Source: an optimization exercise on an open RTL-to-GDS flow (aim: small area, a short achievable clock period and few clock cycles). Production flows keep margins and buffers that such runs may drop. Where RTL was checked, it was by simulation tests only, not by an equivalence proof against the original. Only the layout flow was run in runs 2 and 3; the RTL was not checked for function there. Power and IR drop assume default switching activity.

$ cat flow/config.mk
export PLATFORM = sky130hd
export DESIGN_NAME = bat_ss
export DESIGN_NICKNAME = bat_ss
export VERILOG_FILES = /design/flow/design.v
export SDC_FILE = /design/flow/constraint.sdc
export NUM_CORES = 4
export LEC_CHECK = 0
export CAP_MARGIN = 20
export CORE_MARGIN = 2
export CORE_UTILIZATION = 40
export PLACE_DENSITY = 0.6
export SLEW_MARGIN = 20
$ cat flow/constraint.sdc
create_clock -name core_clock -period 10.0 [get_ports {clk}]
set_input_delay 2.0000 -clock core_clock [delete_from_list [all_inputs] [get_ports {clk}]]
set_output_delay 2.0000 -clock core_clock [all_outputs]
set_load 0.01 [all_outputs]
$ cat flow/design.v
module bat_ss (
    input  wire        clk,
    input  wire        rst,
    input  wire        start,
    input  wire [3:0]  cfg_bits_in_m1,
    input  wire [3:0]  cfg_bits_out_m1,
    input  wire [7:0]  cfg_samples_m1,
    input  wire [7:0]  cfg_before,
    input  wire [7:0]  cfg_after,
    input  wire [3:0]  cfg_in_align_repeat,
    input  wire [3:0]  cfg_in_align_bits_m1,
    input  wire [3:0]  cfg_out_align_repeat,
    input  wire [3:0]  cfg_out_align_bits_m1,
    input  wire [15:0] cfg_repeat,
    input  wire        in_valid,
    input  wire        in_eod,
    input  wire [7:0]  in_data,
    output wire        in_ready,
    output wire        out_valid,
    output wire [7:0]  out_data,
    input  wire        out_ready,
    output wire        busy,
    output reg         ended_eod
);
    localparam [1:0] P_IDLE = 2'd0,
                     P_SAMP = 2'd1,    
                     P_WEND = 2'd2,    
                     P_END  = 2'd3;    
    reg [1:0]  phase;
    reg [3:0]  a_m1;
    reg [3:0]  c_m1;
    reg [7:0]  smp_m1;
    reg [7:0]  bits_before;
    reg [7:0]  bits_after;
    reg [3:0]  in_n;
    reg [3:0]  in_u_m1;
    reg [3:0]  out_m;
    reg [3:0]  out_u_m1;
    reg [3:0]  kmod_r;        
    reg [4:0]  ak_r;          
    reg [3:0]  in_cd;
    reg [3:0]  out_cd;
    reg [15:0] rep_left;      
    reg [7:0]  smp_left;      
    reg [8:0]  pskip;         
    reg [22:0] acc;
    reg [4:0]  n;
    reg        s_v, s_smp, s_pad;
    reg [15:0] s_l;           
    reg        q_v, q_smp, q_pad;
    reg [15:0] q_l;           
    reg [23:0] em;
    reg [5:0]  em_n;
    reg [4:0]  e_st;
    reg [3:0]  ri, ro;        
    reg [3:0]  rmi, rmo;      
    wire       e_done = (e_st == 5'd18);
    wire [4:0] a5 = {1'b0, a_m1} + 5'd1;
    wire [4:0] c5 = {1'b0, c_m1} + 5'd1;
    wire [4:0] u5 = {1'b0, in_u_m1} + 5'd1;
    wire [4:0] v5 = {1'b0, out_u_m1} + 5'd1;
    function [15:0] topmask;
        input [3:0] w_m1;
        integer i;
        begin
            for (i = 0; i < 16; i = i + 1)
                topmask[15 - i] = (i <= w_m1);
        end
    endfunction
    wire [15:0] tm_a = topmask(a_m1);
    wire [15:0] tm_c = topmask(c_m1);
    function [3:0] kmod;
        input [3:0] am1;
        input [3:0] cm1;
        begin
            case ({am1, cm1})
            8'h00: kmod = 4'd0;
            8'h01: kmod = 4'd0;
            8'h02: kmod = 4'd0;
            8'h03: kmod = 4'd0;
            8'h04: kmod = 4'd0;
            8'h05: kmod = 4'd0;
            8'h06: kmod = 4'd0;
            8'h07: kmod = 4'd0;
            8'h08: kmod = 4'd0;
            8'h09: kmod = 4'd0;
            8'h0a: kmod = 4'd0;
            8'h0b: kmod = 4'd0;
            8'h0c: kmod = 4'd0;
            8'h0d: kmod = 4'd0;
            8'h0e: kmod = 4'd0;
            8'h0f: kmod = 4'd0;
            8'h10: kmod = 4'd1;
            8'h11: kmod = 4'd0;
            8'h12: kmod = 4'd1;
            8'h13: kmod = 4'd0;
            8'h14: kmod = 4'd1;
            8'h15: kmod = 4'd0;
            8'h16: kmod = 4'd1;
            8'h17: kmod = 4'd0;
            8'h18: kmod = 4'd1;
            8'h19: kmod = 4'd0;
            8'h1a: kmod = 4'd1;
            8'h1b: kmod = 4'd0;
            8'h1c: kmod = 4'd1;
            8'h1d: kmod = 4'd0;
            8'h1e: kmod = 4'd1;
            8'h1f: kmod = 4'd0;
            8'h20: kmod = 4'd1;
            8'h21: kmod = 4'd2;
            8'h22: kmod = 4'd0;
            8'h23: kmod = 4'd1;
            8'h24: kmod = 4'd2;
            8'h25: kmod = 4'd0;
            8'h26: kmod = 4'd1;
            8'h27: kmod = 4'd2;
            8'h28: kmod = 4'd0;
            8'h29: kmod = 4'd1;
            8'h2a: kmod = 4'd2;
            8'h2b: kmod = 4'd0;
            8'h2c: kmod = 4'd1;
            8'h2d: kmod = 4'd2;
            8'h2e: kmod = 4'd0;
            8'h2f: kmod = 4'd1;
            8'h30: kmod = 4'd1;
            8'h31: kmod = 4'd2;
            8'h32: kmod = 4'd3;
            8'h33: kmod = 4'd0;
            8'h34: kmod = 4'd1;
            8'h35: kmod = 4'd2;
            8'h36: kmod = 4'd3;
            8'h37: kmod = 4'd0;
            8'h38: kmod = 4'd1;
            8'h39: kmod = 4'd2;
            8'h3a: kmod = 4'd3;
            8'h3b: kmod = 4'd0;
            8'h3c: kmod = 4'd1;
            8'h3d: kmod = 4'd2;
            8'h3e: kmod = 4'd3;
            8'h3f: kmod = 4'd0;
            8'h40: kmod = 4'd1;
            8'h41: kmod = 4'd2;
            8'h42: kmod = 4'd3;
            8'h43: kmod = 4'd4;
            8'h44: kmod = 4'd0;
            8'h45: kmod = 4'd1;
            8'h46: kmod = 4'd2;
            8'h47: kmod = 4'd3;
            8'h48: kmod = 4'd4;
            8'h49: kmod = 4'd0;
            8'h4a: kmod = 4'd1;
            8'h4b: kmod = 4'd2;
            8'h4c: kmod = 4'd3;
            8'h4d: kmod = 4'd4;
            8'h4e: kmod = 4'd0;
            8'h4f: kmod = 4'd1;
            8'h50: kmod = 4'd1;
            8'h51: kmod = 4'd2;
            8'h52: kmod = 4'd3;
            8'h53: kmod = 4'd4;
            8'h54: kmod = 4'd5;
            8'h55: kmod = 4'd0;
            8'h56: kmod = 4'd1;
            8'h57: kmod = 4'd2;
            8'h58: kmod = 4'd3;
            8'h59: kmod = 4'd4;
            8'h5a: kmod = 4'd5;
            8'h5b: kmod = 4'd0;
            8'h5c: kmod = 4'd1;
            8'h5d: kmod = 4'd2;
            8'h5e: kmod = 4'd3;
            8'h5f: kmod = 4'd4;
            8'h60: kmod = 4'd1;
            8'h61: kmod = 4'd2;
            8'h62: kmod = 4'd3;
            8'h63: kmod = 4'd4;
            8'h64: kmod = 4'd5;
            8'h65: kmod = 4'd6;
            8'h66: kmod = 4'd0;
            8'h67: kmod = 4'd1;
            8'h68: kmod = 4'd2;
            8'h69: kmod = 4'd3;
            8'h6a: kmod = 4'd4;
            8'h6b: kmod = 4'd5;
            8'h6c: kmod = 4'd6;
            8'h6d: kmod = 4'd0;
            8'h6e: kmod = 4'd1;
            8'h6f: kmod = 4'd2;
            8'h70: kmod = 4'd1;
            8'h71: kmod = 4'd2;
            8'h72: kmod = 4'd3;
            8'h73: kmod = 4'd4;
            8'h74: kmod = 4'd5;
            8'h75: kmod = 4'd6;
            8'h76: kmod = 4'd7;
            8'h77: kmod = 4'd0;
            8'h78: kmod = 4'd1;
            8'h79: kmod = 4'd2;
            8'h7a: kmod = 4'd3;
            8'h7b: kmod = 4'd4;
            8'h7c: kmod = 4'd5;
            8'h7d: kmod = 4'd6;
            8'h7e: kmod = 4'd7;
            8'h7f: kmod = 4'd0;
            8'h80: kmod = 4'd1;
            8'h81: kmod = 4'd2;
            8'h82: kmod = 4'd3;
            8'h83: kmod = 4'd4;
            8'h84: kmod = 4'd5;
            8'h85: kmod = 4'd6;
            8'h86: kmod = 4'd7;
            8'h87: kmod = 4'd8;
            8'h88: kmod = 4'd0;
            8'h89: kmod = 4'd1;
            8'h8a: kmod = 4'd2;
            8'h8b: kmod = 4'd3;
            8'h8c: kmod = 4'd4;
            8'h8d: kmod = 4'd5;
            8'h8e: kmod = 4'd6;
            8'h8f: kmod = 4'd7;
            8'h90: kmod = 4'd1;
            8'h91: kmod = 4'd2;
            8'h92: kmod = 4'd3;
            8'h93: kmod = 4'd4;
            8'h94: kmod = 4'd5;
            8'h95: kmod = 4'd6;
            8'h96: kmod = 4'd7;
            8'h97: kmod = 4'd8;
            8'h98: kmod = 4'd9;
            8'h99: kmod = 4'd0;
            8'h9a: kmod = 4'd1;
            8'h9b: kmod = 4'd2;
            8'h9c: kmod = 4'd3;
            8'h9d: kmod = 4'd4;
            8'h9e: kmod = 4'd5;
            8'h9f: kmod = 4'd6;
            8'ha0: kmod = 4'd1;
            8'ha1: kmod = 4'd2;
            8'ha2: kmod = 4'd3;
            8'ha3: kmod = 4'd4;
            8'ha4: kmod = 4'd5;
            8'ha5: kmod = 4'd6;
            8'ha6: kmod = 4'd7;
            8'ha7: kmod = 4'd8;
            8'ha8: kmod = 4'd9;
            8'ha9: kmod = 4'd10;
            8'haa: kmod = 4'd0;
            8'hab: kmod = 4'd1;
            8'hac: kmod = 4'd2;
            8'had: kmod = 4'd3;
            8'hae: kmod = 4'd4;
            8'haf: kmod = 4'd5;
            8'hb0: kmod = 4'd1;
            8'hb1: kmod = 4'd2;
            8'hb2: kmod = 4'd3;
            8'hb3: kmod = 4'd4;
            8'hb4: kmod = 4'd5;
            8'hb5: kmod = 4'd6;
            8'hb6: kmod = 4'd7;
            8'hb7: kmod = 4'd8;
            8'hb8: kmod = 4'd9;
            8'hb9: kmod = 4'd10;
            8'hba: kmod = 4'd11;
            8'hbb: kmod = 4'd0;
            8'hbc: kmod = 4'd1;
            8'hbd: kmod = 4'd2;
            8'hbe: kmod = 4'd3;
            8'hbf: kmod = 4'd4;
            8'hc0: kmod = 4'd1;
            8'hc1: kmod = 4'd2;
            8'hc2: kmod = 4'd3;
            8'hc3: kmod = 4'd4;
            8'hc4: kmod = 4'd5;
            8'hc5: kmod = 4'd6;
            8'hc6: kmod = 4'd7;
            8'hc7: kmod = 4'd8;
            8'hc8: kmod = 4'd9;
            8'hc9: kmod = 4'd10;
            8'hca: kmod = 4'd11;
            8'hcb: kmod = 4'd12;
            8'hcc: kmod = 4'd0;
            8'hcd: kmod = 4'd1;
            8'hce: kmod = 4'd2;
            8'hcf: kmod = 4'd3;
            8'hd0: kmod = 4'd1;
            8'hd1: kmod = 4'd2;
            8'hd2: kmod = 4'd3;
            8'hd3: kmod = 4'd4;
            8'hd4: kmod = 4'd5;
            8'hd5: kmod = 4'd6;
            8'hd6: kmod = 4'd7;
            8'hd7: kmod = 4'd8;
            8'hd8: kmod = 4'd9;
            8'hd9: kmod = 4'd10;
            8'hda: kmod = 4'd11;
            8'hdb: kmod = 4'd12;
            8'hdc: kmod = 4'd13;
            8'hdd: kmod = 4'd0;
            8'hde: kmod = 4'd1;
            8'hdf: kmod = 4'd2;
            8'he0: kmod = 4'd1;
            8'he1: kmod = 4'd2;
            8'he2: kmod = 4'd3;
            8'he3: kmod = 4'd4;
            8'he4: kmod = 4'd5;
            8'he5: kmod = 4'd6;
            8'he6: kmod = 4'd7;
            8'he7: kmod = 4'd8;
            8'he8: kmod = 4'd9;
            8'he9: kmod = 4'd10;
            8'hea: kmod = 4'd11;
            8'heb: kmod = 4'd12;
            8'hec: kmod = 4'd13;
            8'hed: kmod = 4'd14;
            8'hee: kmod = 4'd0;
            8'hef: kmod = 4'd1;
            8'hf0: kmod = 4'd1;
            8'hf1: kmod = 4'd2;
            8'hf2: kmod = 4'd3;
            8'hf3: kmod = 4'd4;
            8'hf4: kmod = 4'd5;
            8'hf5: kmod = 4'd6;
            8'hf6: kmod = 4'd7;
            8'hf7: kmod = 4'd8;
            8'hf8: kmod = 4'd9;
            8'hf9: kmod = 4'd10;
            8'hfa: kmod = 4'd11;
            8'hfb: kmod = 4'd12;
            8'hfc: kmod = 4'd13;
            8'hfd: kmod = 4'd14;
            8'hfe: kmod = 4'd15;
            8'hff: kmod = 4'd0;
            default: kmod = 4'd0;
            endcase
        end
    endfunction
    function [3:0] modstep;
        input [3:0] r;
        input [4:0] d;
        input [4:0] u;
        reg [6:0] t, t1;
        begin
            t  = {2'b0, r, 1'b0} + {2'b0, d};
            t1 = (t >= {1'b0, u, 1'b0}) ? t - {1'b0, u, 1'b0} : t;
            t1 = (t1 >= {2'b0, u}) ? t1 - {2'b0, u} : t1;
            modstep = t1[3:0];
        end
    endfunction
    wire [8:0] s9  = {1'b0, smp_m1} + 9'd1;
    wire [3:0] eb  = (e_st < 5'd5)  ? 5'd4 - e_st :
                     (e_st < 5'd14) ? 5'd13 - e_st : 5'd17 - e_st;
    reg  [4:0] di, dop;
    always @(*) begin
        if (e_st < 5'd5) begin
            di  = {4'd0, a5[eb]};
            dop = {4'd0, c5[eb]};
        end else if (e_st < 5'd14) begin
            di  = (s9[eb] ? {1'b0, rmi} : 5'd0) + {4'd0, eb[3] ? 1'b0 : bits_before[eb[2:0]]}
                                                + {4'd0, eb[3] ? 1'b0 : bits_after[eb[2:0]]};
            dop = s9[eb] ? {1'b0, rmo} : 5'd0;
        end else begin
            di  = in_n[eb[1:0]]  ? {1'b0, rmi} : 5'd0;
            dop = out_m[eb[1:0]] ? {1'b0, rmo} : 5'd0;
        end
    end
    wire [3:0] ri_nx = modstep(ri, di, u5);
    wire [3:0] ro_nx = modstep(ro, dop, v5);
    wire [4:0] in_pad  = (ri == 4'd0) ? 5'd0 : u5 - {1'b0, ri};
    wire [4:0] out_pad = (ro == 4'd0) ? 5'd0 : v5 - {1'b0, ro};
    wire [5:0] room_lim = 6'd23 - {2'd0, c_m1};           
    wire       room     = (em_n <= room_lim);
    wire       q_acc    = q_v && (!q_smp || room);
    wire       en_b     = !q_v || q_acc;
    wire       en_a     = !s_v || en_b;
    wire       fl       = (phase == P_END) && !s_v && !q_v;
    assign out_valid = (em_n >= 6'd8) || (fl && (em_n != 6'd0));
    assign out_data  = em[23:16];
    wire       drain    = out_valid && out_ready;
    wire [39:0] ins_sh  = {q_l, 24'd0} >> em_n;
    wire [23:0] em_ins  = em | ((q_acc && q_smp) ? ins_sh[39:16] : 24'd0);
    wire [5:0]  em_add  = (q_acc && q_smp ? {2'd0, c_m1} + 6'd1 : 6'd0) +
                          (q_acc && q_pad ? {1'b0, out_pad} : 6'd0);
    wire [5:0]  em_sub  = drain ? ((em_n >= 6'd8) ? 6'd8 : em_n) : 6'd0;
    reg  [15:0] e16;
    always @(*) begin
        case (a_m1)
        4'd0: e16 = {s_l[15], s_l[15], s_l[15], s_l[15], s_l[15], s_l[15], s_l[15], s_l[15], s_l[15], s_l[15], s_l[15], s_l[15], s_l[15], s_l[15], s_l[15], s_l[15]};
        4'd1: e16 = {s_l[15], s_l[14], s_l[15], s_l[14], s_l[15], s_l[14], s_l[15], s_l[14], s_l[15], s_l[14], s_l[15], s_l[14], s_l[15], s_l[14], s_l[15], s_l[14]};
        4'd2: e16 = {s_l[15], s_l[14], s_l[13], s_l[15], s_l[14], s_l[13], s_l[15], s_l[14], s_l[13], s_l[15], s_l[14], s_l[13], s_l[15], s_l[14], s_l[13], s_l[15]};
        4'd3: e16 = {s_l[15], s_l[14], s_l[13], s_l[12], s_l[15], s_l[14], s_l[13], s_l[12], s_l[15], s_l[14], s_l[13], s_l[12], s_l[15], s_l[14], s_l[13], s_l[12]};
        4'd4: e16 = {s_l[15], s_l[14], s_l[13], s_l[12], s_l[11], s_l[15], s_l[14], s_l[13], s_l[12], s_l[11], s_l[15], s_l[14], s_l[13], s_l[12], s_l[11], s_l[15]};
        4'd5: e16 = {s_l[15], s_l[14], s_l[13], s_l[12], s_l[11], s_l[10], s_l[15], s_l[14], s_l[13], s_l[12], s_l[11], s_l[10], s_l[15], s_l[14], s_l[13], s_l[12]};
        4'd6: e16 = {s_l[15], s_l[14], s_l[13], s_l[12], s_l[11], s_l[10], s_l[9], s_l[15], s_l[14], s_l[13], s_l[12], s_l[11], s_l[10], s_l[9], s_l[15], s_l[14]};
        4'd7: e16 = {s_l[15], s_l[14], s_l[13], s_l[12], s_l[11], s_l[10], s_l[9], s_l[8], s_l[15], s_l[14], s_l[13], s_l[12], s_l[11], s_l[10], s_l[9], s_l[8]};
        4'd8: e16 = {s_l[15], s_l[14], s_l[13], s_l[12], s_l[11], s_l[10], s_l[9], s_l[8], s_l[7], s_l[15], s_l[14], s_l[13], s_l[12], s_l[11], s_l[10], s_l[9]};
        4'd9: e16 = {s_l[15], s_l[14], s_l[13], s_l[12], s_l[11], s_l[10], s_l[9], s_l[8], s_l[7], s_l[6], s_l[15], s_l[14], s_l[13], s_l[12], s_l[11], s_l[10]};
        4'd10: e16 = {s_l[15], s_l[14], s_l[13], s_l[12], s_l[11], s_l[10], s_l[9], s_l[8], s_l[7], s_l[6], s_l[5], s_l[15], s_l[14], s_l[13], s_l[12], s_l[11]};
        4'd11: e16 = {s_l[15], s_l[14], s_l[13], s_l[12], s_l[11], s_l[10], s_l[9], s_l[8], s_l[7], s_l[6], s_l[5], s_l[4], s_l[15], s_l[14], s_l[13], s_l[12]};
        4'd12: e16 = {s_l[15], s_l[14], s_l[13], s_l[12], s_l[11], s_l[10], s_l[9], s_l[8], s_l[7], s_l[6], s_l[5], s_l[4], s_l[3], s_l[15], s_l[14], s_l[13]};
        4'd13: e16 = {s_l[15], s_l[14], s_l[13], s_l[12], s_l[11], s_l[10], s_l[9], s_l[8], s_l[7], s_l[6], s_l[5], s_l[4], s_l[3], s_l[2], s_l[15], s_l[14]};
        4'd14: e16 = {s_l[15], s_l[14], s_l[13], s_l[12], s_l[11], s_l[10], s_l[9], s_l[8], s_l[7], s_l[6], s_l[5], s_l[4], s_l[3], s_l[2], s_l[1], s_l[15]};
        4'd15: e16 = {s_l[15], s_l[14], s_l[13], s_l[12], s_l[11], s_l[10], s_l[9], s_l[8], s_l[7], s_l[6], s_l[5], s_l[4], s_l[3], s_l[2], s_l[1], s_l[0]};
        endcase
    end
    wire [15:0] r_l   = e16 & tm_c;
    wire [15:0] t_l   = ((s_l << kmod_r) | (s_l >> ak_r)) & tm_a;
    wire [15:0] t_lo  = {1'b0, t_l[14:0]};
    wire [15:0] s_lo  = {1'b0, s_l[14:0]};
    wire        t_ge  = (t_lo >= s_lo);
    wire        s_ge  = (s_lo >= t_lo);
    wire        inc   = !s_l[15] &&  t_l[15] && t_ge;
    wire        dec   =  s_l[15] && !t_l[15] && s_ge;
    wire [15:0] r_inc = ((r_l | ~tm_c) + 16'd1) & tm_c;
    wire [15:0] r_dec = (r_l - 16'd1) & tm_c;
    wire [15:0] q_nx  = inc ? r_inc : dec ? r_dec : r_l;
    wire [9:0] need   = {1'b0, pskip} + {6'd0, a_m1} + 10'd1;
    wire       ok0    = ({5'd0, n} >= need);
    wire       ok1    = ({5'd0, n} + 10'd8 >= need);
    wire       wend_ok0 = ({4'd0, n} >= pskip);
    wire       pad_wait = !e_done && ((in_cd == 4'd1) || (out_cd == 4'd1)) &&
                          ((phase == P_WEND) || (phase == P_SAMP && smp_left == 8'd0));
    wire       run_a    = en_a && !pad_wait;
    wire       want     = (phase == P_SAMP) ? !ok0 :
                          (phase == P_WEND) ? !wend_ok0 : 1'b0;
    assign in_ready  = want && run_a;
    wire       take     = in_ready && in_valid;
    wire       take_d   = take && !in_eod;
    wire [4:0] n_t      = n + (take_d ? 5'd8 : 5'd0);
    wire [22:0] acc_t   = take_d ? {acc[14:0], in_data} : acc;
    wire [4:0]  top     = n + 5'd8 - pskip[4:0];
    wire [46:0] xw      = {acc, in_data, 16'd0} >> top;
    wire [15:0] smp_l   = xw[15:0] & tm_a;
    wire       ext      = run_a && (phase == P_SAMP) && (ok0 || (take_d && ok1));
    wire       last     = (smp_left == 8'd0);
    wire       in_due   = (in_cd == 4'd1);
    wire       out_due  = (out_cd == 4'd1);
    wire [8:0] sk1      = {1'b0, bits_after} + (in_due ? {4'd0, in_pad} : 9'd0);
    wire       sk1_z    = (bits_after == 8'd0) && !(in_due && in_pad != 5'd0);
    wire       wend_ok  = run_a && (phase == P_WEND) && (wend_ok0 || (take_d && ({4'd0, n} + 9'd8 >= pskip)));
    wire       wev      = (ext && last && sk1_z) || wend_ok;
    wire       rep_end  = (rep_left == 16'd1);
    always @(posedge clk) begin
        if (rst) begin
            phase     <= P_IDLE;
            ended_eod <= 1'b0;
            s_v       <= 1'b0;
            q_v       <= 1'b0;
            em_n      <= 6'd0;
            n         <= 5'd0;
        end else begin
            em   <= drain ? {em_ins[15:0], 8'd0} : em_ins;
            em_n <= em_n + em_add - em_sub;
            if (en_b) begin
                q_v   <= s_v;
                q_smp <= s_smp;
                q_pad <= s_pad;
                q_l   <= q_nx;
            end
            if (!e_done) begin
                e_st <= e_st + 5'd1;
                if (e_st == 5'd4 || e_st == 5'd13) begin
                    rmi <= ri_nx;
                    rmo <= ro_nx;
                    ri  <= 4'd0;
                    ro  <= 4'd0;
                end else begin
                    ri  <= ri_nx;
                    ro  <= ro_nx;
                end
            end
            if (en_a) begin
                s_v   <= 1'b0;
                s_smp <= 1'b0;
                s_pad <= 1'b0;
            end
            if (ext)
                s_l <= smp_l;
            case (phase)
            P_IDLE: begin
                if (start) begin
                    a_m1        <= cfg_bits_in_m1;
                    c_m1        <= cfg_bits_out_m1;
                    smp_m1      <= cfg_samples_m1;
                    bits_before <= cfg_before;
                    bits_after  <= cfg_after;
                    in_n        <= cfg_in_align_repeat;
                    in_u_m1     <= cfg_in_align_bits_m1;
                    out_m       <= cfg_out_align_repeat;
                    out_u_m1    <= cfg_out_align_bits_m1;
                    kmod_r      <= kmod(cfg_bits_in_m1, cfg_bits_out_m1);
                    ak_r        <= {1'b0, cfg_bits_in_m1} + 5'd1 - {1'b0, kmod(cfg_bits_in_m1, cfg_bits_out_m1)};
                    in_cd       <= cfg_in_align_repeat;
                    out_cd      <= cfg_out_align_repeat;
                    rep_left    <= cfg_repeat;
                    smp_left    <= cfg_samples_m1;
                    pskip       <= {1'b0, cfg_before};
                    n           <= 5'd0;
                    em          <= 24'd0;
                    e_st        <= 5'd0;
                    ri          <= 4'd0;
                    ro          <= 4'd0;
                    phase       <= P_SAMP;
                end
            end
            P_SAMP, P_WEND: begin
                if (take && in_eod) begin
                    ended_eod <= 1'b1;
                    phase     <= P_END;
                end else if (ext) begin
                    acc      <= acc_t;
                    n        <= n_t - need[4:0];
                    pskip    <= 9'd0;
                    s_v      <= 1'b1;
                    s_smp    <= 1'b1;
                    smp_left <= smp_left - 8'd1;
                    if (last && !sk1_z) begin
                        pskip <= sk1;
                        phase <= P_WEND;
                    end
                end else if (wend_ok) begin
                    acc <= acc_t;
                    n   <= n_t - pskip[4:0];
                end else if (run_a) begin
                    acc <= acc_t;
                    if ({4'd0, n_t} >= pskip) begin
                        n     <= n_t - pskip[4:0];
                        pskip <= 9'd0;
                    end else begin
                        n     <= 5'd0;
                        pskip <= pskip - {4'd0, n_t};
                    end
                end
                if (wev) begin
                    if (out_due) begin
                        s_pad <= 1'b1;
                        if (!ext)
                            s_v <= (out_pad != 5'd0);
                    end
                    if (in_cd == 4'd1)
                        in_cd <= in_n;
                    else if (in_cd != 4'd0)
                        in_cd <= in_cd - 4'd1;
                    if (out_cd == 4'd1)
                        out_cd <= out_m;
                    else if (out_cd != 4'd0)
                        out_cd <= out_cd - 4'd1;
                    if (rep_end) begin
                        ended_eod <= 1'b0;
                        phase     <= P_END;
                    end else begin
                        if (rep_left != 16'd0)
                            rep_left <= rep_left - 16'd1;
                        smp_left <= smp_m1;
                        pskip    <= {1'b0, bits_before};
                        phase    <= P_SAMP;
                    end
                end
            end
            default: begin   
                if (!s_v && !q_v && (em_n == 6'd0 || (em_n <= 6'd8 && drain)))
                    phase <= P_IDLE;
            end
            endcase
        end
    end
    assign busy = (phase != P_IDLE);
endmodule
$ cat flow/run.sh
#!/bin/bash
# synth_recipe.tcl (not shown) runs the flow's synth.tcl, then flattens the netlist and writes it again
# the make line also repeats each setting of config.mk as NAME=value (left out here)
make -C /OpenROAD-flow-scripts/flow DESIGN_CONFIG=/design/flow/config.mk WORK_HOME=/design/flow/orfs CLKGATE_MAP_FILE= SYNTH_SCRIPT=/design/flow/synth_recipe.tcl finish
==> impl_results.md, run 1 <==
- Hold EP: q_smp
- Critical R2R Capture: rmi[1]
- Initial antenna violation count: 0
- Vias per Instance: 5.97
- GRT overflow: 0
- Worst skew pair latency: 600 ps
- PortBufs: 89
- CTS Root Cell: clkbuf_16
- Clk slew on worst S/H paths: 60 ps
- Status: timing/DRC/antenna clean
- Register area share after synthesis: 0.301
- Core area: roughly 52000 um^2
- Area added between synthesis and finish: 10.6%
- FMAX: between 100 and 150 MHz
- Total negative slack: 0 ps
- Post-route clock period utilization: 0.882
- First-pass GRT wire length: around 100000 um
- Post-synth EDFFs: between 200 and 250
- Post-DRT Antenna Nets: 0
- DR vias: between 15000 and 20000
- Die H: between 200 and 250 um
- Drt pass-1 iters: 5
- Top-count cell post-synth: nor2_1
- Depth of the most critical reg-to-reg path: 32
- WHS Path Cells: 0
- Critical path startpoint category: register
- TritonCTS Buffers: 28
- Synth unique cells: between 100 and 150
- Slew Viols, Final: 0
- Worst reg2reg setup slack: ~1200 ps
- Worst Path Arrival: about 9200 ps
- Slowest stage delay, CP: 690 ps
- Sink Count: around 220
- H-tree lvl count: 1
- Largest net degree at the start of global routing: 64
- Top-level port count: 90
- Share of layout cells above drive strength 1: 0.0736
- Max Cap Violations: 0
- Ys Warns: 1
- Hold Path Origin: s_smp
- Peak supply drop: roughly 0.00017 V
- Final setup violation count: 0
- Std-Cell Rows: 84
- TritonCTS clock tree: built
- First DRT Iteration DRCs: roughly 1600
- Minimum clock period: 8820 ps
- # DRC: 0
- Power per cell area: just under 300 nW/um^2
- Largest area contributor in the netlist: edfxtp_1
- Final-report hold violation count: 0
- #FFs+latches synth: between 200 and 250
- Post-CTS Resized: 0
- Synth async-reset ratio: 0
- Initial Util: 0.404
- Reg-to-reg critical path startpoint: e_st[2]
- Gate count after technology mapping: ~2400
- Layout Skew: approximately 30 ps
- Nets: roughly 2700
- Post-CTS Setup Bufs: 0
- WS Path Type: reg -> reg
- List of most frequent post-synthesis cells: nor2_1 (237), nand2_1 (219), edfxtp_1 (202), a21oi_1 (187), ha_1 (140)
- RSZ-0062 raised after global routing: no
- Worst EP required: between 10000 and 15000 ps
- Relative slew slack: 0.311
- Slew @ Worst Pin: 1030 ps
- Syn Nets: ~2700
- Routability Congestion: 0.938
- Die ar.: between 50000 and 60000 um^2
- Hpwl dp: 46600 um
- FILL cells: 5087
- Ant diodes: 0
- GRT Total Usage: 0.223
- CP endpoint kind: register
- Ys flop type: edfxtp_1
- Die width: approximately 230 um
- Pwr Total: between 6000 and 7000 uW
- Cell Area, Synth: 21200 um^2
- CTS Hold Bufs: 0
- Crit path max fanout: 20
- Routed wire length: 62300 um
- Static Leak: a little over 0.009 uW
- CP max-delay cell: edfxtp_1
- Vias in the first global route: about 18000
- WL/cell: between 15 and 20 um
- Synth Area per Inst: 8.71 um^2
- Clock Tree Buf Depth: 3
- Top-area cell type share of the netlist area: 0.286
- Ranking of synthesized cells by area: edfxtp_1 (29%), ha_1 (8.3%), mux2i_1 (5.1%)
- Type of the worst min-delay path: reg -> reg
[critical path, delay by kind of cell (launching register included)]
family	cells	cell delay, ps
xor gates and xnor gates	1	180
muxes	2	670
and+or+nand+nor	5	600
AOI/OAI and AO/OA	16	4010
DFF	1	690
adders and majority gates	6	2090
buffers and inverters	2	330
[report_power, final]
part / leakage [uW] / switching, uW / internal (uW)
Combinational: 0.00661 / 2470 / 1820
Sequential: 0.00205 / 239 / 1350
Clock: 0.000458 / 432 / 620
Total: 0.00912 / 3140 / 3790
[registers in the layout, indices dropped and copies added, names as in the netlist, 5 cells and up]
register,count
smp_left,8
em,24
acc,23
smp_m1,8
bits_before,8
ak_r,5
rep_left,16
q_l,16
n,5
pskip,9
s_l,16
e_st,5
em_n,6
bits_after,8
[per-stage QoR]
stage	utilization	setup slack, ps	hold slack (ps)	cell area [um^2]	instances
after global placement	0.429	1620	438	22500	3084
after global routing	0.447	559	456	23400	3135
after detailed placement	0.429	1300	439	22500	3084
after floorplan	-	2230	426	21200	2433
final	0.447	1180	443	23400	3135
after CTS	0.447	1260	442	23400	3135
[how the worst max path moves through the flow]
stage | start | end | slack, ps | cells after the start
after floorplan | e_st[1] | rmi[1] | 2230 | 31
after global placement | e_st[2] | rmi[1] | 1620 | 30
after detailed placement | e_st[2] | rmi[1] | 1300 | 30
after CTS | e_st[2] | rmi[1] | 1260 | 30
after global routing | e_st[2] | ri[0] | 560 | 34
final | e_st[2] | rmi[1] | 1180 | 32
[layout make-up]
| type | count | area, um^2 | area share |
|---|---|---|---|
| Tap cell | 688 | 861 | 0.0367 |
| Multi-Input combinational cell | 1931 | 13700 | 0.583 |
| Clock inverter | 19 | 231 | 0.00987 |
| Timing Repair Buffer | 113 | 1070 | 0.0457 |
| Sequential cell | 218 | 6390 | 0.272 |
| Inverter | 134 | 503 | 0.0215 |
| Clock buffer | 32 | 716 | 0.0305 |
[logic make-up (layout without fill, tap and decap cells)]
family,after synthesis,after routing,share of synthesized area
simple gates,784,784,0.177
compound gates,713,713,0.225
buf+inv,284,298,0.0554
flops,218,218,0.301
fa+ha+maj,169,169,0.110
mux,168,168,0.0921
xor+xnor,96,96,0.0397
other cells,1,1,0.000177
[layer usage]
layer / wire length [um] / up-vias / track usage / part of all wire
met4: 1650 / 0 / 0.0682 / 0.026
met2: 28300 / 686 / 0.358 / 0.45
met5: 0 / - / 0 / 0
met3: 4260 / 100 / 0.0309 / 0.068
met1: 28100 / 8948 / 0.311 / 0.45
li1: - / 8972 / - / -
[layout by cell type, fill, tap and decap left out, types with 47 or more instances in the layout]
cell type,count
nor2_1,236
nand2_1,219
edfxtp_1,202
a21oi_1,186
ha_1,139
o21ai_0,134
inv_1,129
mux2i_1,108
clkdlybuf4s50_1,89
nand3_1,65
xnor2_1,60
nor3_1,52
a211oi_1,51
nor2b_1,47
Testbench counts, summed over its fixed seeds: cycles 50,234.
==> run 2, diff against run 1 <==
--- a/flow/design.v
+++ b/flow/design.v
@@ -41,8 +41,9 @@
     reg [3:0]  in_cd;
     reg [3:0]  out_cd;
     reg [15:0] rep_left;      
+    reg        wev_d;         
     reg [7:0]  smp_left;      
-    reg [8:0]  pskip;         
+    reg [8:0]  need;          
     reg [22:0] acc;
     reg [4:0]  n;
     reg        s_v, s_smp, s_pad;
@@ -51,10 +52,6 @@
     reg [15:0] q_l;           
     reg [23:0] em;
     reg [5:0]  em_n;
-    reg [4:0]  e_st;
-    reg [3:0]  ri, ro;        
-    reg [3:0]  rmi, rmo;      
-    wire       e_done = (e_st == 5'd18);
     wire [4:0] a5 = {1'b0, a_m1} + 5'd1;
     wire [4:0] c5 = {1'b0, c_m1} + 5'd1;
     wire [4:0] u5 = {1'b0, in_u_m1} + 5'd1;
@@ -334,37 +331,54 @@
             endcase
         end
     endfunction
-    function [3:0] modstep;
-        input [3:0] r;
-        input [4:0] d;
+    localparam [1:0] E_AMOD = 2'd0, E_XSUM = 2'd1, E_NMUL = 2'd2, E_DONE = 2'd3;
+    reg [1:0]  e_ph;
+    reg [3:0]  e_j;           
+    reg [1:0]  e_k;           
+    reg [3:0]  ri, ro;        
+    reg [3:0]  yi, yo;        
+    wire       e_done = (e_ph == E_DONE);
+    function [3:0] modadd;
+        input [4:0] t;        
         input [4:0] u;
-        reg [6:0] t, t1;
         begin
-            t  = {2'b0, r, 1'b0} + {2'b0, d};
-            t1 = (t >= {1'b0, u, 1'b0}) ? t - {1'b0, u, 1'b0} : t;
-            t1 = (t1 >= {2'b0, u}) ? t1 - {2'b0, u} : t1;
-            modstep = t1[3:0];
+            modadd = (t >= u) ? t - u : t;
         end
     endfunction
-    wire [8:0] s9  = {1'b0, smp_m1} + 9'd1;
-    wire [3:0] eb  = (e_st < 5'd5)  ? 5'd4 - e_st :
-                     (e_st < 5'd14) ? 5'd13 - e_st : 5'd17 - e_st;
-    reg  [4:0] di, dop;
+    wire       e_dbl   = (e_ph != E_XSUM || e_k == 2'd0) && !(e_ph == E_NMUL && e_k == 2'd1);
+    wire       e_xtail = (e_ph == E_XSUM) && (e_j == 4'd15);    
+    reg        bi_i, bi_o;    
+    reg        ya_i, ya_o;    
     always @(*) begin
-        if (e_st < 5'd5) begin
-            di  = {4'd0, a5[eb]};
-            dop = {4'd0, c5[eb]};
-        end else if (e_st < 5'd14) begin
-            di  = (s9[eb] ? {1'b0, rmi} : 5'd0) + {4'd0, eb[3] ? 1'b0 : bits_before[eb[2:0]]}
-                                                + {4'd0, eb[3] ? 1'b0 : bits_after[eb[2:0]]};
-            dop = s9[eb] ? {1'b0, rmo} : 5'd0;
-        end else begin
-            di  = in_n[eb[1:0]]  ? {1'b0, rmi} : 5'd0;
-            dop = out_m[eb[1:0]] ? {1'b0, rmo} : 5'd0;
+        bi_i = 1'b0; bi_o = 1'b0; ya_i = 1'b0; ya_o = 1'b0;
+        case (e_ph)
+        E_AMOD: begin
+            bi_i = a5[e_j[2:0]];
+            bi_o = c5[e_j[2:0]];
+        end
+        E_XSUM: begin
+            if (e_xtail) begin
+                ya_i = 1'b1;
+                ya_o = 1'b1;
+            end else if (e_k == 2'd0) begin
+                bi_i = bits_before[e_j[2:0]];
+            end else if (e_k == 2'd1) begin
+                bi_i = bits_after[e_j[2:0]];
+            end else begin
+                ya_i = smp_m1[e_j[2:0]];
+                ya_o = smp_m1[e_j[2:0]];
+            end
+        end
+        default: begin
+            ya_i = (e_k == 2'd1) && in_n[e_j[1:0]];
+            ya_o = (e_k == 2'd1) && out_m[e_j[1:0]];
         end
+        endcase
     end
-    wire [3:0] ri_nx = modstep(ri, di, u5);
-    wire [3:0] ro_nx = modstep(ro, dop, v5);
+    wire [4:0] ti = (e_dbl && !e_xtail ? {ri, 1'b0} : {1'b0, ri}) + (ya_i ? {1'b0, yi} : {4'd0, bi_i});
+    wire [4:0] to = (e_dbl && !e_xtail ? {ro, 1'b0} : {1'b0, ro}) + (ya_o ? {1'b0, yo} : {4'd0, bi_o});
+    wire [3:0] ri_nx = modadd(ti, u5);
+    wire [3:0] ro_nx = modadd(to, v5);
     wire [4:0] in_pad  = (ri == 4'd0) ? 5'd0 : u5 - {1'b0, ri};
     wire [4:0] out_pad = (ro == 4'd0) ? 5'd0 : v5 - {1'b0, ro};
     wire [5:0] room_lim = 6'd23 - {2'd0, c_m1};           
@@ -373,14 +387,15 @@
     wire       en_b     = !q_v || q_acc;
     wire       en_a     = !s_v || en_b;
     wire       fl       = (phase == P_END) && !s_v && !q_v;
-    assign out_valid = (em_n >= 6'd8) || (fl && (em_n != 6'd0));
+    wire       em_ge8   = (em_n >= 6'd8);
+    assign out_valid = em_ge8 || (fl && (em_n != 6'd0));
     assign out_data  = em[23:16];
     wire       drain    = out_valid && out_ready;
     wire [39:0] ins_sh  = {q_l, 24'd0} >> em_n;
     wire [23:0] em_ins  = em | ((q_acc && q_smp) ? ins_sh[39:16] : 24'd0);
-    wire [5:0]  em_add  = (q_acc && q_smp ? {2'd0, c_m1} + 6'd1 : 6'd0) +
-                          (q_acc && q_pad ? {1'b0, out_pad} : 6'd0);
-    wire [5:0]  em_sub  = drain ? ((em_n >= 6'd8) ? 6'd8 : em_n) : 6'd0;
+    wire [5:0]  em_nadd = em_n + (q_acc && q_smp ? {2'd0, c_m1} + 6'd1 : 6'd0) +
+                                 (q_acc && q_pad ? {1'b0, out_pad} : 6'd0);
+    wire [5:0]  em_nsub = em_ge8 ? em_nadd - 6'd8 : 6'd0;
     reg  [15:0] e16;
     always @(*) begin
         case (a_m1)
@@ -413,32 +428,37 @@
     wire [15:0] r_inc = ((r_l | ~tm_c) + 16'd1) & tm_c;
     wire [15:0] r_dec = (r_l - 16'd1) & tm_c;
     wire [15:0] q_nx  = inc ? r_inc : dec ? r_dec : r_l;
-    wire [9:0] need   = {1'b0, pskip} + {6'd0, a_m1} + 10'd1;
-    wire       ok0    = ({5'd0, n} >= need);
-    wire       ok1    = ({5'd0, n} + 10'd8 >= need);
-    wire       wend_ok0 = ({4'd0, n} >= pskip);
-    wire       pad_wait = !e_done && ((in_cd == 4'd1) || (out_cd == 4'd1)) &&
-                          ((phase == P_WEND) || (phase == P_SAMP && smp_left == 8'd0));
-    wire       run_a    = en_a && !pad_wait;
-    wire       want     = (phase == P_SAMP) ? !ok0 :
-                          (phase == P_WEND) ? !wend_ok0 : 1'b0;
-    assign in_ready  = want && run_a;
+    wire       samp     = (phase == P_SAMP);
+    wire       wend     = (phase == P_WEND);
+    wire       ok0      = ({4'd0, n} >= need);
+    wire       ok1      = ({4'd0, n} + 9'd8 >= need);
+    wire       last     = (smp_left == 8'd0);
+    wire       in_due   = (in_cd == 4'd1);
+    wire       out_due  = (out_cd == 4'd1);
+    wire       pad_wait = !e_done && (in_due || out_due) && (wend || (samp && last));
+    wire       run_a    = en_a && !pad_wait && (samp || wend);
+    assign in_ready  = run_a && !ok0;
     wire       take     = in_ready && in_valid;
     wire       take_d   = take && !in_eod;
-    wire [4:0] n_t      = n + (take_d ? 5'd8 : 5'd0);
-    wire [22:0] acc_t   = take_d ? {acc[14:0], in_data} : acc;
+    wire       go       = run_a && (ok0 || (take_d && ok1));
+    wire [8:0] pskip    = need - (samp ? {4'd0, a5} : 9'd0);
     wire [4:0]  top     = n + 5'd8 - pskip[4:0];
     wire [46:0] xw      = {acc, in_data, 16'd0} >> top;
     wire [15:0] smp_l   = xw[15:0] & tm_a;
-    wire       ext      = run_a && (phase == P_SAMP) && (ok0 || (take_d && ok1));
-    wire       last     = (smp_left == 8'd0);
-    wire       in_due   = (in_cd == 4'd1);
-    wire       out_due  = (out_cd == 4'd1);
+    wire       ext      = go && samp;
     wire [8:0] sk1      = {1'b0, bits_after} + (in_due ? {4'd0, in_pad} : 9'd0);
-    wire       sk1_z    = (bits_after == 8'd0) && !(in_due && in_pad != 5'd0);
-    wire       wend_ok  = run_a && (phase == P_WEND) && (wend_ok0 || (take_d && ({4'd0, n} + 9'd8 >= pskip)));
-    wire       wev      = (ext && last && sk1_z) || wend_ok;
-    wire       rep_end  = (rep_left == 16'd1);
+    wire       sk1_z    = (bits_after == 8'd0) && !(in_due && ri != 4'd0);
+    wire       wev      = (ext && last && sk1_z) || (go && wend);
+    wire       rep_end  = wev_d ? (rep_left == 16'd2) : (rep_left == 16'd1);
+    wire [4:0] n_t0     = n;
+    wire [4:0] n_t1     = n + 5'd8;
+    wire       cov0     = ({4'd0, n_t0} >= pskip);
+    wire       cov1     = ({4'd0, n_t1} >= pskip);
+    wire [4:0] n_dr0    = cov0 ? n_t0 - pskip[4:0] : 5'd0;
+    wire [4:0] n_dr1    = cov1 ? n_t1 - pskip[4:0] : 5'd0;
+    wire [8:0] nd_dr0   = cov0 ? {4'd0, a5} : need - {4'd0, n_t0};
+    wire [8:0] nd_dr1   = cov1 ? {4'd0, a5} : need - {4'd0, n_t1};
+    wire [4:0] n_go     = (take_d ? n_t1 : n_t0) - need[4:0];
     always @(posedge clk) begin
         if (rst) begin
             phase     <= P_IDLE;
@@ -449,7 +469,7 @@
             n         <= 5'd0;
         end else begin
             em   <= drain ? {em_ins[15:0], 8'd0} : em_ins;
-            em_n <= em_n + em_add - em_sub;
+            em_n <= drain ? em_nsub : em_nadd;
             if (en_b) begin
                 q_v   <= s_v;
                 q_smp <= s_smp;
@@ -457,24 +477,59 @@
                 q_l   <= q_nx;
             end
             if (!e_done) begin
-                e_st <= e_st + 5'd1;
-                if (e_st == 5'd4 || e_st == 5'd13) begin
-                    rmi <= ri_nx;
-                    rmo <= ro_nx;
-                    ri  <= 4'd0;
-                    ro  <= 4'd0;
-                end else begin
-                    ri  <= ri_nx;
-                    ro  <= ro_nx;
+                ri <= ri_nx;
+                ro <= ro_nx;
+                case (e_ph)
+                E_AMOD: begin
+                    e_j <= e_j - 4'd1;
+                    if (e_j == 4'd0) begin
+                        yi   <= ri_nx;
+                        yo   <= ro_nx;
+                        ri   <= 4'd0;
+                        ro   <= 4'd0;
+                        e_j  <= 4'd7;
+                        e_k  <= 2'd0;
+                        e_ph <= E_XSUM;
+                    end
+                end
+                E_XSUM: begin
+                    e_k <= (e_k == 2'd2) ? 2'd0 : e_k + 2'd1;
+                    if (e_k == 2'd2)
+                        e_j <= e_j - 4'd1;           
+                    if (e_xtail) begin
+                        yi   <= ri_nx;
+                        yo   <= ro_nx;
+                        ri   <= 4'd0;
+                        ro   <= 4'd0;
+                        e_j  <= 4'd3;
+                        e_k  <= 2'd0;
+                        e_ph <= E_NMUL;
+                    end
                 end
+                default: begin
+                    e_k <= e_k + 2'd1;
+                    if (e_k == 2'd1) begin
+                        e_k <= 2'd0;
+                        e_j <= e_j - 4'd1;
+                        if (e_j == 4'd0)
+                            e_ph <= E_DONE;
+                    end
+                end
+                endcase
             end
+            if (take_d)
+                acc <= {acc[14:0], in_data};
             if (en_a) begin
                 s_v   <= 1'b0;
                 s_smp <= 1'b0;
                 s_pad <= 1'b0;
+                s_l   <= smp_l;
+            end
+            if (wev_d) begin
+                wev_d <= 1'b0;
+                if (rep_left != 16'd0)
+                    rep_left <= rep_left - 16'd1;
             end
-            if (ext)
-                s_l <= smp_l;
             case (phase)
             P_IDLE: begin
                 if (start) begin
@@ -492,11 +547,13 @@
                     in_cd       <= cfg_in_align_repeat;
                     out_cd      <= cfg_out_align_repeat;
                     rep_left    <= cfg_repeat;
+                    wev_d       <= 1'b0;
                     smp_left    <= cfg_samples_m1;
-                    pskip       <= {1'b0, cfg_before};
+                    need        <= {1'b0, cfg_before} + {5'd0, cfg_bits_in_m1} + 9'd1;
                     n           <= 5'd0;
                     em          <= 24'd0;
-                    e_st        <= 5'd0;
+                    e_ph        <= E_AMOD;
+                    e_j         <= 4'd4;
                     ri          <= 4'd0;
                     ro          <= 4'd0;
                     phase       <= P_SAMP;
@@ -506,41 +563,33 @@
                 if (take && in_eod) begin
                     ended_eod <= 1'b1;
                     phase     <= P_END;
-                end else if (ext) begin
-                    acc      <= acc_t;
-                    n        <= n_t - need[4:0];
-                    pskip    <= 9'd0;
-                    s_v      <= 1'b1;
-                    s_smp    <= 1'b1;
-                    smp_left <= smp_left - 8'd1;
-                    if (last && !sk1_z) begin
-                        pskip <= sk1;
-                        phase <= P_WEND;
+                end else if (go) begin
+                    n <= n_go;
+                    if (samp) begin
+                        need     <= {4'd0, a5};
+                        s_v      <= 1'b1;
+                        s_smp    <= 1'b1;
+                        smp_left <= smp_left - 8'd1;
+                        if (last && !sk1_z) begin
+                            need  <= sk1;
+                            phase <= P_WEND;
+                        end
                     end
-                end else if (wend_ok) begin
-                    acc <= acc_t;
-                    n   <= n_t - pskip[4:0];
                 end else if (run_a) begin
-                    acc <= acc_t;
-                    if ({4'd0, n_t} >= pskip) begin
-                        n     <= n_t - pskip[4:0];
-                        pskip <= 9'd0;
-                    end else begin
-                        n     <= 5'd0;
-                        pskip <= pskip - {4'd0, n_t};
-                    end
+                    n    <= take_d ? n_dr1 : n_dr0;
+                    need <= take_d ? nd_dr1 : nd_dr0;
                 end
                 if (wev) begin
                     if (out_due) begin
                         s_pad <= 1'b1;
                         if (!ext)
-                            s_v <= (out_pad != 5'd0);
+                            s_v <= (ro != 4'd0);
                     end
-                    if (in_cd == 4'd1)
+                    if (in_due)
                         in_cd <= in_n;
                     else if (in_cd != 4'd0)
                         in_cd <= in_cd - 4'd1;
-                    if (out_cd == 4'd1)
+                    if (out_due)
                         out_cd <= out_m;
                     else if (out_cd != 4'd0)
                         out_cd <= out_cd - 4'd1;
@@ -548,10 +597,9 @@
                         ended_eod <= 1'b0;
                         phase     <= P_END;
                     end else begin
-                        if (rep_left != 16'd0)
-                            rep_left <= rep_left - 16'd1;
+                        wev_d    <= 1'b1;
                         smp_left <= smp_m1;
-                        pskip    <= {1'b0, bits_before};
+                        need     <= {1'b0, bits_before} + {4'd0, a5};
                         phase    <= P_SAMP;
                     end
                 end
==> impl_results.md, run 2 <==
- Clock Tree Buf Depth: 3 (unchanged)
- DRT met1 WL: 29300 um (was 28100 um)
- GRT Total Usage: 0.234 (was 0.223)
- Vias per Instance: 5.99 (was 5.97)
- GRT overflow: 0 (unchanged)
- Hold EP: acc[16] (was q_smp)
- Synth async-reset ratio: 0 (unchanged)
- # DRC: 0 (unchanged)
- Max Cap Violations: 0 (unchanged)
- Dpl cells: 3051 (was 3084)
- Top-count cell post-synth: nor2_1 (unchanged)
- Ranking of synthesized cells by area: edfxtp_1 (30%), ha_1 (7.9%), mux2i_1 (5.0%) (was edfxtp_1 (29%), ha_1 (8.3%), mux2i_1 (5.1%))
- Relative slew slack: 0.267 (was 0.311)
- Routed length on met2: 29100 um (was 28300 um)
- Largest area contributor in the netlist: edfxtp_1 (unchanged)
- Top-level port count: 90 (unchanged)
- Routability Congestion: 0.956 (was 0.938)
- Leading cell type in the layout, fill and taps excluded: nor2_1 (unchanged)
- Worst reg2reg setup slack: 4160 ps (was 1180 ps)
- WS Path Type: reg -> out (was reg -> reg)
- Largest register FFs: 24 (unchanged)
- Gate count after technology mapping: 2387 (was 2433)
- Post-CTS Resized: 0 (unchanged)
- Die width: 232 um (was 234 um)
- Area added between synthesis and finish: 11.3% (was 10.6%)
- CTS Hold Bufs: 0 (unchanged)
- Critical path startpoint category: register (unchanged)
- WL/cell: 20.6 um (was 19.9 um)
- Worst Path Arrival: 3910 ps (was 9170 ps)
- TritonCTS clock tree: built (unchanged)
- Core area: 51400 um^2 (was 52400 um^2)
- Largest net degree at the start of global routing: 58 (was 64)
- Placed inst area: 22200 um^2 (was 22500 um^2)
- Post-route clock period utilization: 0.591 (was 0.882)
- Clk slew on worst S/H paths: 60 ps (about the same)
- Static Leak: 0.00892 uW (was 0.00912 uW)
- Reg-to-reg critical path startpoint: a_m1[2] (was e_st[2])
- Final setup violation count: 0 (unchanged)
- Initial antenna violation count: 0 (unchanged)
- Die ar.: 53800 um^2 (was 54900 um^2)
- Peak supply drop: 0.000210 V (was 0.000170 V)
- Biggest regs: em: 24 flops, acc: 23 flops (unchanged)
- Sink Count: 222 (was 218)
- Hpwl dp: 47600 um (was 46600 um)
- Ys Warns: 1 (unchanged)
- Slew @ Worst Pin: 1100 ps (was 1030 ps)
- Slew Viols, Final: 0 (unchanged)
- Max Used Layer: met4 (unchanged)
- Final Util: 0.450 (was 0.447)
- Power per cell area: 322 nW/um^2 (was 296 nW/um^2)
- Worst EP required: 8000 ps (was 10350 ps)
- TritonCTS Buffers: 28 (unchanged)
- Die H: 232 um (was 234 um)
- Ys flop type: edfxtp_1 (unchanged)
- DR vias: 18598 (was 18706)
- Final-report hold violation count: 0 (unchanged)
- RSZ-0062 raised after global routing: no (unchanged)
- Biggest register: em (unchanged)
- Vias in the first global route: 18082 (was 17967)
- First-pass GRT wire length: 101000 um (was 98400 um)
- Post-DRT Antenna Nets: 0 (unchanged)
- #FFs+latches synth: 222 (was 218)
- Non-Filler Instances: 3103 (was 3135)
- Initial Util: 0.405 (was 0.404)
- Synth Area per Inst: 8.71 um^2 (about the same)
- WHS Path Cells: 0 (unchanged)
- Post-CTS Setup Bufs: 0 (unchanged)
- Final instance area: 23200 um^2 (was 23400 um^2)
- Minimum clock period: 5910 ps (was 8820 ps)
- CP endpoint kind: primary output (was register)
- Synth unique cells: 95 (was 108)
- FMAX: 169 MHz (was 113 MHz)
- H-tree lvl count: 1 (unchanged)
- Drt pass-1 iters: 6 (was 5)
- Status: timing/DRC/antenna clean (unchanged)
- Layout Skew: 13.2 ps (was 29.8 ps)
- Crit path max fanout: 24 (was 20)
- Syn Nets: 2617 (was 2679)
- Share of layout cells above drive strength 1: 0.0743 (was 0.0736)
- Met3 wire length: 3820 um (was 4260 um)
- Critical R2R Capture: ri[1] (was rmi[1])
- First DRT Iteration DRCs: 1877 (was 1554)
- Commonest cells after routing, fill and taps aside: nor2_1 (238), nand2_1 (227), edfxtp_1 (206) (was nor2_1 (236), nand2_1 (219), edfxtp_1 (202))
- Top-area cell type share of the netlist area: 0.297 (was 0.286)
- Hold Path Origin: acc[8] (was s_smp)
- Total negative slack: 0 ps (unchanged)
- Depth of the most critical reg-to-reg path: 19 (was 32)
- PortBufs: 89 (unchanged)
- Register area share after synthesis: 0.313 (was 0.301)
- List of most frequent post-synthesis cells: nor2_1 (240), nand2_1 (227), edfxtp_1 (206), a21oi_1 (185), o21ai_0 (155) (was nor2_1 (237), nand2_1 (219), edfxtp_1 (202), a21oi_1 (187), ha_1 (140))
- Worst skew pair latency: 590 ps (was 600 ps)
- Ant diodes: 0 (unchanged)
- Routed wire length: 64000 um (was 62300 um)
- Nets: 2631 (was 2672)
- CTS Root Cell: clkbuf_16 (unchanged)
- Type of the worst min-delay path: reg -> reg (unchanged)
- Post-synth EDFFs: 206 (was 202)
- Cell Area, Synth: 20800 um^2 (was 21200 um^2)
- Std-Cell Rows: 83 (was 84)
[run 2: changes by cell type after synthesis, sizes merged, moves of 10 or more]
cell     previous run  this run
nand3              65        39
o21ai             142       163
a31oi              33        18
a22oi              17        31
nor2b              47        33
inv               130       118
mux4               15        26
o211ai             29        18
a22o               12         2
and3               21        11
nand2             219       229
o2bb2ai            14         4
[run 2: cells by family (layout without fill, tap and decap cells)]
| family | count (synthesis) | after routing | share of synthesized area |
|---|---|---|---|
| simple gates | 786 | 786 | 0.182 |
| flops | 222 | 222 | 0.313 |
| compound gates | 703 | 703 | 0.218 |
| fa+ha+maj | 153 | 153 | 0.0991 |
| xor+xnor | 94 | 94 | 0.0396 |
| buf+inv | 264 | 300 | 0.0510 |
| mux | 165 | 165 | 0.0972 |
[run 2: how the worst max path moves through the flow]
stage / depth (start not counted) / to / from / slack [ps]
6_report: 7 / in_ready / em_n[0] / 4090
5_1_grt: 8 / in_ready / em_n[0] / 3820
4_1_cts: 7 / in_ready / em_n[0] / 4070
3_5_place_dp: 15 / ak_r[3] / cfg_bits_out_m1[2] / 3860
3_3_place_gp: 15 / ak_r[2] / cfg_bits_out_m1[2] / 3930
2_1_floorplan: 3 / a_m1[0] / rst / 4710
[run 2: layer usage]
layer,vias to the layer above,track usage
met2,696,0.377
met3,131,0.0273
met5,-,0
met1,8910,0.328
li1,8861,-
met4,0,0.0671
[run 2: area by class of cell]
class,count,area [um^2]
tap,680,851
clock buffer,40,776
sequential,222,6510
timing repair buffer,124,1150
fill,5014,28300
clock inverter,12,138
inverter,124,465
multi-input combinational,1901,13300
[run 2: report_power, final]
part / switching [uW] / internal, uW / leakage (uW)
logic: 2750 / 1890 / 0.00636
clock network: 426 / 592 / 0.000442
registers: 382 / 1410 / 0.00212
total: 3560 / 3890 / 0.00892
[run 2: through the flow]
| step | hold WS (ps) | power [uW] | worst slack [ps] |
|---|---|---|---|
| after floorplan | 426 | 5080 | 4710 |
| after global placement | 470 | 6280 | 3930 |
| after detailed placement | 477 | 6360 | 3860 |
| after CTS | 489 | 7410 | 4070 |
| after global routing | 503 | 8020 | 3820 |
| final | 488 | 7450 | 4090 |
[run 2: worst max-delay path, stage by stage, from the launching register on]
cell             delay (ps)
dfxtp_1                1020
inv_1                   230
ha_1                    330
and3_1                  170
a31oi_1                 530
a21o_1                  410
nor2_1                  130
clkdlybuf4s50_1         510
==> run 3, diff against run 2 <==
--- a/flow/config.mk
+++ b/flow/config.mk
@@ -9,4 +9,5 @@
 export CORE_MARGIN = 2
 export CORE_UTILIZATION = 40
 export PLACE_DENSITY = 0.6
+export SETUP_SLACK_MARGIN = 5
 export SLEW_MARGIN = 20
==> impl_results.md, run 3 <==
- Vias per Instance: 6.02 (was 5.99)
- Critical path's top delay family: compound AO/OA/AOI/OAI gates (was flip-flops)
- Top-area cell type share of the netlist area: 0.297 (unchanged)
- Ys flop type: edfxtp_1 (unchanged)
- List of most frequent post-synthesis cells: nor2_1 (240), nand2_1 (227), edfxtp_1 (206), a21oi_1 (185), o21ai_0 (155) (unchanged)
- Synth unique cells: 95 (unchanged)
- H-tree lvl count: 1 (unchanged)
- FMAX: 204 MHz (was 169 MHz)
- #FFs+latches synth: 222 (unchanged)
- Static Leak: 0.00932 uW (was 0.00892 uW)
- Post-DRT Antenna Nets: 0 (unchanged)
- Stages on the worst setup path: 9 (was 7)
- CTS Hold Bufs: 0 (unchanged)
- Die width: 232 um (unchanged)
- Routability Congestion: 0.950 (was 0.956)
- Nets: 2678 (was 2631)
- Core area: 51400 um^2 (unchanged)
- Minimum clock period: 4890 ps (was 5910 ps)
- Slew Viols, Final: 0 (unchanged)
- TritonCTS clock tree: built (unchanged)
- Peak supply drop: 0.000275 V (was 0.000210 V)
- Die H: 232 um (unchanged)
- Final-report hold violation count: 0 (unchanged)
- Worst EP required: 8000 ps (about the same)
- Largest net degree at the start of global routing: 56 (was 58)
- Final setup violation count: 0 (unchanged)
- Share of layout cells above drive strength 1: 0.114 (was 0.0743)
- Final Util: 0.467 (was 0.450)
- Largest register FFs: 24 (unchanged)
- Power per cell area: 321 nW/um^2 (was 322 nW/um^2)
- Layout Skew: 36.8 ps (was 13.2 ps)
- GRT Total Usage: 0.233 (was 0.234)
- Hpwl dp: 46900 um (was 47600 um)
- Register area share after synthesis: 0.313 (unchanged)
- Total negative slack: 0 ps (unchanged)
- Critical path startpoint category: register (unchanged)
- Type of the worst min-delay path: reg -> reg (unchanged)
- WHS Path Cells: 0 (unchanged)
- WL/cell: 20.6 um (about the same)
- Drt pass-1 iters: 6 (unchanged)
- Ant diodes: 0 (unchanged)
- Crit path cell chain: buf_4, inv_2, ha_1, nor2b_1, o21ai_0, a31oi_4, a21o_4, nor2_1, dlygate4sd2_1 (was inv_1, ha_1, and3_1, a31oi_1, a21o_1, nor2_1, clkdlybuf4s50_1)
- Routed wire length: 64800 um (was 64000 um)
- PortBufs: 89 (unchanged)
- Buf/Inv on CP: 3 (was 2)
- Synth Area per Inst: 8.71 um^2 (unchanged)
- Post-route clock period utilization: 0.489 (was 0.591)
- Gate count after technology mapping: 2387 (unchanged)
- Area added between synthesis and finish: 15.3% (was 11.3%)
- GRT overflow: 0 (unchanged)
- Leading cell type in the layout, fill and taps excluded: nor2_1 (unchanged)
- Clock Tree Buf Depth: 3 (unchanged)
- First-pass GRT wire length: 100000 um (was 101000 um)
- Slowest stage delay, CP: 530 ps (was 1020 ps)
- CTS Root Cell: clkbuf_16 (unchanged)
- Top-level port count: 90 (unchanged)
- Ys Warns: 1 (unchanged)
- Largest area contributor in the netlist: edfxtp_1 (unchanged)
- RSZ-0062 raised after global routing: yes (was no)
- Syn Nets: 2617 (unchanged)
- Crit path max fanout: 9 (was 24)
- Relative slew slack: 0.340 (was 0.267)
- Commonest cells after routing, fill and taps aside: nor2_1 (235), nand2_1 (226), edfxtp_1 (206) (was nor2_1 (238), nand2_1 (227), edfxtp_1 (206))
- Status: timing/DRC/antenna clean (unchanged)
- Max Cap Violations: 0 (unchanged)
- DR vias: 18966 (was 18598)
- Biggest regs: em: 24 flops, acc: 23 flops (unchanged)
- CP endpoint kind: primary output (unchanged)
- Std-Cell Rows: 83 (unchanged)
- Initial Util: 0.405 (unchanged)
- Post-synth EDFFs: 206 (unchanged)
- Cell Area, Synth: 20800 um^2 (unchanged)
- Die ar.: 53800 um^2 (unchanged)
- Clk slew on worst S/H paths: 60 ps (about the same)
- WS Path Type: reg -> out (unchanged)
- Top-count cell post-synth: nor2_1 (unchanged)
- Sink Count: 222 (unchanged)
- CP max-delay cell: edfxtp_1 (was dfxtp_1)
- Synth async-reset ratio: 0 (unchanged)
- # DRC: 0 (unchanged)
- Worst Path Arrival: 2890 ps (was 3910 ps)
- Depth of the most critical reg-to-reg path: 16 (was 19)
- Initial antenna violation count: 0 (unchanged)
- Worst skew pair latency: 600 ps (was 590 ps)
- First DRT Iteration DRCs: 1888 (was 1877)
- Biggest register: em (unchanged)
- Vias in the first global route: 17912 (was 18082)
- Slew @ Worst Pin: 990 ps (was 1100 ps)
- Ranking of synthesized cells by area: edfxtp_1 (30%), ha_1 (7.9%), mux2i_1 (5.0%) (unchanged)
- TritonCTS Buffers: 28 (unchanged)
-- run 3: cell counts after synthesis --
No cell type changed its count.
-- run 3: path summary, 6_finish.rpt --
path         startpoint       end  slack, ps
min reg2reg      acc[8]   acc[16]        480
min              acc[8]   acc[16]        480
max reg2reg     s_l[12]    q_l[5]       5150
max             c_m1[0]  in_ready       5110
-- run 3: through the flow --
stage                     power (uW)  worst slack (ps)  instances  hold slack, ps  instance area (um^2)
after floorplan                 5070              5120       2387             426                 20800
after global placement          6270              4030       3047             465                 22200
after detailed placement        6320              3840       3047             473                 22200
after CTS                       7560              5000       3113             480                 23500
after global routing            8270              4960       3150             496                 24000
final                           7700              5110       3150             480                 24000
-- run 3: routing by layer --
layer,vias to the layer above,part of all wire,GRT usage
li1,8969,-,-
met1,9106,0.45,0.323
met2,786,0.46,0.379
met3,105,0.069,0.0303
met4,0,0.023,0.0649
met5,-,0,0
-- run 3: final cells by class --
cell class,instances,area (um^2)
repair buffers,171,1590
inverters,124,480
fillers,4993,27400
flip-flops and latches,222,6520
clock inverters,20,335
clock buffers,32,716
multi-input cells,1901,13500
well taps,680,851
-- run 3: cell families after synthesis --
| group | share of synthesized area |
|---|---|
| flops | 0.313 |
| compound gates | 0.218 |
| simple gates | 0.182 |
| buf+inv | 0.0510 |
| fa+ha+maj | 0.0991 |
| mux | 0.0972 |
| xor+xnor | 0.0396 |
-- run 3: power by group --
group | leakage (uW) | total [uW] | internal [uW] | switching, uW
sequential | 0.00212 | 1760 | 1410 | 354
combinational | 0.00669 | 4760 | 1960 | 2800
clock | 0.000508 | 1170 | 724 | 445
-- run 3: timing repair --
action | 4_1_cts | 5_1_grt
endpoints found under the setup margin | 41 | 38
setup buffers | 14 | 36
cloned | 0 | 1
pin swaps | 1 | 8
endpoints found under the hold margin | 0 | 0
resized for setup | 50 | 49

what the ideal ports hide:
No port has a modelled driver above. Below, the same layouts with a new extraction and two added sets of constraints. Step 1 assumes that a clkbuf_16 drives the clock port and a buf_2 every other input. Step 2, shift: input delay + t, output delay - t, t = (earliest + latest rising clock arrival at the registers) / 2. This alone moves slack from input paths to output paths. Slacks: ideal / step 1 / step 2; pairs: ideal / step 1.
| run | shift t [ns] | setup slack, ns | clock arrival spread, ns | worst data-port slew with drivers (ns) |
|---|---|---|---|---|
| run 1 | 0.640 | 1.176 / 1.176 / 1.176 | 0.031 / 0.032 | 0.05 |
| run 2 | 0.647 | 4.085 / 4.022 / 3.804 | 0.015 / 0.015 | 0.08 |
| run 3 | 0.643 | 5.110 / 5.047 / 4.592 | 0.036 / 0.037 | 0.09 |
After both steps every run listed still meets setup and hold. The setup slack of run 3, which loses most, moves by -0.063 ns with the drivers and by -0.518 ns with both steps.
